This design comes from an exercise in tuning for small area, a short achievable clock period and few clock cycles per item on the open sky130 flow, not from production work.
At most, simulation tests tie the RTL to the original design; equivalence was not proved.
Power figures rest on the tool's default switching activity, not on a simulated workload.

==> module llf_rx, before the edit <==
module llf_rx (
    input  wire        clk,
    input  wire        rst,
    input  wire        rx_req_valid,
    input  wire [15:0] rx_req_cap,
    output reg         rx_req_ready,
    input  wire        src_valid,
    input  wire        src_err,
    input  wire [7:0]  src_data,
    output reg         src_ready,
    output reg         rxbuf_we,
    output wire [15:0] rxbuf_addr,
    output reg  [7:0]  rxbuf_data,
    output reg         rx_resp_valid,
    output wire [1:0]  rx_resp_status,
    output wire [15:0] rx_resp_len
);
    localparam [7:0] START_M  = 8'hFA,
                     DSTART_M = 8'hFB,
                     STOP_M   = 8'hFE;
    localparam [7:0] CRC_FA = 8'hE8,
                     CRC_FB = 8'hEF;
    reg        armed;
    reg        s_wait, s_lo, s_hi, s_hc, s_ds, s_pay, s_fc, s_stop;
    reg [3:0]  rlo;
    reg [11:0] rhi;
    reg        rpend;
    reg [15:0] idx;      
    reg [15:0] capm2;    
    reg        fresh;
    reg [7:0]  crc;
    reg        wok;      
    reg        ov;       
    reg        err_st;
    wire [7:0] b    = src_data;
    wire       step = src_valid & armed;
    wire       go   = step & ~src_err;
    assign rxbuf_addr     = idx;
    assign rx_resp_status = {1'b0, err_st};
    assign rx_resp_len    = idx;
    wire [7:0] crc_upd;
    llf_crc8 u_crc (.c(crc), .b(b), .y(crc_upd));
    wire [15:0] idx1, rhi1, reqm1;
    llf_step16 #(0) u_inc (.x(idx), .y(idx1));
    llf_step16 #(1) u_dec (.x({4'd0, rhi}), .y(rhi1));
    wire [3:0]  rlo1 = rlo - 4'd1;
    llf_step16 #(1) u_cap (.x({1'b0, capm2[15:1]}), .y(reqm1));
    wire cap_hit = idx == capm2;
    wire capnz   = capm2 != 16'hFFFE;
    wire hiz    = rhi == 12'd0;
    wire last   = hiz & (rlo == 4'd1);
    wire lenz   = hiz & (rlo == 4'd0);
    wire is_fa  = b == START_M;
    wire is_fb  = b == DSTART_M;
    wire is_fe  = b == STOP_M;
    wire crc_eq = b == crc;
    wire fc_ok  = crc_eq & ~ov;
    wire done   = step & (src_err | (s_stop & is_fe));
    wire [7:0] crc_nx = ({8{step & s_wait}} & CRC_FA) | ({8{step & s_ds}} & CRC_FB)
                      | ({8{step & ~s_wait & ~s_ds}} & crc_upd) | ({8{~step}} & crc);
    wire armed_nx = armed ? ~done : rx_req_valid;
    wire        i_ff  = go & s_ds;
    wire        i_inc = go & (s_pay | s_fc);
    wire        i_clr = step & src_err;
    wire        i_hld = ~(i_ff | i_inc | i_clr);
    wire [15:0] idx_nx = {16{i_ff}} | ({16{i_inc}} & idx1) | ({16{i_hld}} & idx);
    wire        r_lo  = go & s_lo;
    wire        r_hi  = go & s_hi;
    wire        r_dec = go & s_pay;
    wire        r_hld = ~(r_lo | r_hi | r_dec);
    wire [3:0]  rlo_nx = ({4{r_lo}} & b[3:0]) | ({4{r_dec}} & rlo1)
                       | ({4{~r_lo & ~r_dec}} & rlo);
    wire        h_dec  = rpend & ~r_lo & ~r_hi;
    wire [11:0] rhi_nx = {({8{r_hi}} & b) | ({8{h_dec}} & rhi1[11:4])
                          | ({8{~r_hi & ~h_dec}} & rhi[11:4]),
                          ({4{r_lo}} & b[7:4]) | ({4{h_dec}} & rhi1[3:0])
                          | ({4{~r_lo & ~h_dec}} & rhi[3:0])};
    wire        rpend_nx = r_dec & (rlo == 4'd0);
    wire wok_nx = (go & s_ds & capnz)
                | (wok & ~(go & s_ds) & ~(go & s_pay & cap_hit));
    wire ov_nx  = (ov & ~(go & s_ds)) | (go & s_pay & ~wok);
    always @(posedge clk) begin
        rxbuf_data <= b;
        idx <= idx_nx;
        rlo   <= rlo_nx;
        rhi   <= rhi_nx;
        rpend <= rpend_nx;
        wok <= wok_nx;
        ov  <= ov_nx;
        crc <= crc_nx;
        if (step)
            err_st <= src_err;
        if (!armed)
            capm2 <= rx_req_cap;
        else if (fresh)
            capm2 <= {reqm1[14:0], capm2[0]};
        fresh <= ~armed;
    end
    always @(posedge clk) begin
        if (rst) begin
            armed         <= 1'b0;
            src_ready     <= 1'b0;
            rx_req_ready  <= 1'b1;
            s_wait        <= 1'b1;
            s_lo          <= 1'b0;
            s_hi          <= 1'b0;
            s_hc          <= 1'b0;
            s_ds          <= 1'b0;
            s_pay         <= 1'b0;
            s_fc          <= 1'b0;
            s_stop        <= 1'b0;
            rxbuf_we      <= 1'b0;
            rx_resp_valid <= 1'b0;
        end else begin
            rxbuf_we      <= go & s_pay & wok;
            rx_resp_valid <= done;
            armed         <= armed_nx;
            src_ready     <= armed_nx;
            rx_req_ready  <= ~armed_nx;
            if (step) begin
                if (src_err) begin
                    s_wait <= 1'b1;
                    s_lo   <= 1'b0;
                    s_hi   <= 1'b0;
                    s_hc   <= 1'b0;
                    s_ds   <= 1'b0;
                    s_pay  <= 1'b0;
                    s_fc   <= 1'b0;
                    s_stop <= 1'b0;
                end else begin
                    s_wait <= (s_wait & ~is_fa) | (s_hc & ~crc_eq) | (s_ds & ~is_fb)
                            | (s_fc & ~fc_ok) | s_stop;
                    s_lo   <= s_wait & is_fa;
                    s_hi   <= s_lo;
                    s_hc   <= s_hi;
                    s_ds   <= s_hc & crc_eq;
                    s_pay  <= (s_ds & is_fb & ~lenz) | (s_pay & ~last);
                    s_fc   <= (s_ds & is_fb & lenz) | (s_pay & last);
                    s_stop <= s_fc & fc_ok;
                end
            end
        end
    end
endmodule
clock: 4.0 ns
lec_check: 0
abc_clock_period_in_ps: 1500
cap_margin: 20
core_margin: 2
core_utilization: 40
cts_buf_list: sky130_fd_sc_hd__clkbuf_8
cts_cluster_size: 32
setup_slack_margin: 2.2
slew_margin: 20
tns_end_percent: 0
standard.sh (not shown) runs the stock make flow with config.mk's settings and CLKGATE_MAP_FILE= SYNTH_SCRIPT=/design/flow/synth_recipe.tcl, a recipe that flattens the netlist after the stock synthesis.
==> flow/flow/run.sh <==
#!/bin/bash
# The standard layout, with the port buffers made of sky130_fd_sc_hd__buf_2
# cells instead of the default choice. Every port still gets its buffer.
bash standard.sh "BUFFER_PORTS_ARGS=-buffer_cell sky130_fd_sc_hd__buf_2" finish > standard.log 2>&1
Change:
--- a/flow/design.v
+++ b/flow/design.v
@@ -86,14 +86,11 @@
     localparam [7:0] CRC_FA = 8'hE8,
                      CRC_FB = 8'hEF;
     reg        armed;
     reg        s_wait, s_lo, s_hi, s_hc, s_ds, s_pay, s_fc, s_stop;
-    reg [3:0]  rlo;
-    reg [11:0] rhi;
-    reg        rpend;
+    reg [15:0] rem;      
     reg [15:0] idx;      
     reg [15:0] capm2;    
-    reg        fresh;
     reg [7:0]  crc;
     reg        wok;      
     reg        ov;       
     reg        err_st;
@@ -104,18 +101,16 @@
     assign rx_resp_status = {1'b0, err_st};
     assign rx_resp_len    = idx;
     wire [7:0] crc_upd;
     llf_crc8 u_crc (.c(crc), .b(b), .y(crc_upd));
-    wire [15:0] idx1, rhi1, reqm1;
+    wire [15:0] idx1, rem1, reqm1;
     llf_step16 #(0) u_inc (.x(idx), .y(idx1));
-    llf_step16 #(1) u_dec (.x({4'd0, rhi}), .y(rhi1));
-    wire [3:0]  rlo1 = rlo - 4'd1;
-    llf_step16 #(1) u_cap (.x({1'b0, capm2[15:1]}), .y(reqm1));
+    llf_step16 #(1) u_dec (.x(rem), .y(rem1));
+    llf_step16 #(1) u_cap (.x({1'b0, rx_req_cap[15:1]}), .y(reqm1));
     wire cap_hit = idx == capm2;
     wire capnz   = capm2 != 16'hFFFE;
-    wire hiz    = rhi == 12'd0;
-    wire last   = hiz & (rlo == 4'd1);
-    wire lenz   = hiz & (rlo == 4'd0);
+    wire last   = rem == 16'd1;
+    wire lenz   = rem == 16'd0;
     wire is_fa  = b == START_M;
     wire is_fb  = b == DSTART_M;
     wire is_fe  = b == STOP_M;
     wire crc_eq = b == crc;
@@ -132,35 +127,25 @@
     wire        r_lo  = go & s_lo;
     wire        r_hi  = go & s_hi;
     wire        r_dec = go & s_pay;
     wire        r_hld = ~(r_lo | r_hi | r_dec);
-    wire [3:0]  rlo_nx = ({4{r_lo}} & b[3:0]) | ({4{r_dec}} & rlo1)
-                       | ({4{~r_lo & ~r_dec}} & rlo);
-    wire        h_dec  = rpend & ~r_lo & ~r_hi;
-    wire [11:0] rhi_nx = {({8{r_hi}} & b) | ({8{h_dec}} & rhi1[11:4])
-                          | ({8{~r_hi & ~h_dec}} & rhi[11:4]),
-                          ({4{r_lo}} & b[7:4]) | ({4{h_dec}} & rhi1[3:0])
-                          | ({4{~r_lo & ~h_dec}} & rhi[3:0])};
-    wire        rpend_nx = r_dec & (rlo == 4'd0);
+    wire [15:0] rem_nx = ({16{r_dec}} & rem1)
+                       | {({8{r_hi}} & b) | ({8{~r_hi & ~r_dec}} & rem[15:8]),
+                          ({8{r_lo}} & b) | ({8{~r_lo & ~r_dec}} & rem[7:0])};
     wire wok_nx = (go & s_ds & capnz)
                 | (wok & ~(go & s_ds) & ~(go & s_pay & cap_hit));
     wire ov_nx  = (ov & ~(go & s_ds)) | (go & s_pay & ~wok);
     always @(posedge clk) begin
         rxbuf_data <= b;
         idx <= idx_nx;
-        rlo   <= rlo_nx;
-        rhi   <= rhi_nx;
-        rpend <= rpend_nx;
+        rem <= rem_nx;
         wok <= wok_nx;
         ov  <= ov_nx;
         crc <= crc_nx;
         if (step)
             err_st <= src_err;
         if (!armed)
-            capm2 <= rx_req_cap;
-        else if (fresh)
-            capm2 <= {reqm1[14:0], capm2[0]};
-        fresh <= ~armed;
+            capm2 <= {reqm1[14:0], rx_req_cap[0]};
     end
     always @(posedge clk) begin
         if (rst) begin
             armed         <= 1'b0;
The new run went through all stages and came out clean.
Worst hold slack gains 0.0054 ns.
Cell area went down by 0.64%.
Die area is lower by 2.3%.
Final cell count fell by 2.5%.
Count of clock-buffer cells in the layout increases by 2.
Via count falls by 1.8%.
Worst setup slack is better by 0.045 ns.
Flip-flop and latch count goes down by 2.
First-iteration DRC count grows by 18%.
Clock power came out higher by about 9%.
Non-clock buffer count shrinks by 3.
Core utilization is higher by 0.31 points.
Testbench counts after the change, summed over its fixed seeds: cycles 124,644, bytes 105,422.
Only the layout flow was run in the first run of this note; the RTL was not checked for function there.

[re-timing with driven ports]
The results above use ideal ports. As a check the final layouts listed here were re-extracted and re-timed, cells and wires unchanged.
Step 1 assumes that a clkbuf_16 drives the clock port and a buf_2 every other input.
Step 2 times the ports against the registers' clock, not the clock port: input delays grow and output delays shrink by t, the midpoint of the rising clock arrivals with the driver on.
Slacks: no drivers / after step 1 / after step 2; pairs: no drivers / after step 1.
run | t (ns) | setup slack, ns | latest minus earliest clock arrival (ns) | pins driven straight from the clock port
the first run | 0.497 | 1.874 / 1.874 / 1.530 | 0.018 / 0.017 | 1
the second run | 0.489 | 1.919 / 1.926 / 1.437 | 0.016 / 0.015 | 1
After both steps every run listed still meets setup and hold. The setup slack of the second run, which loses most, moves by +0.007 ns with the drivers and by -0.482 ns with both steps.
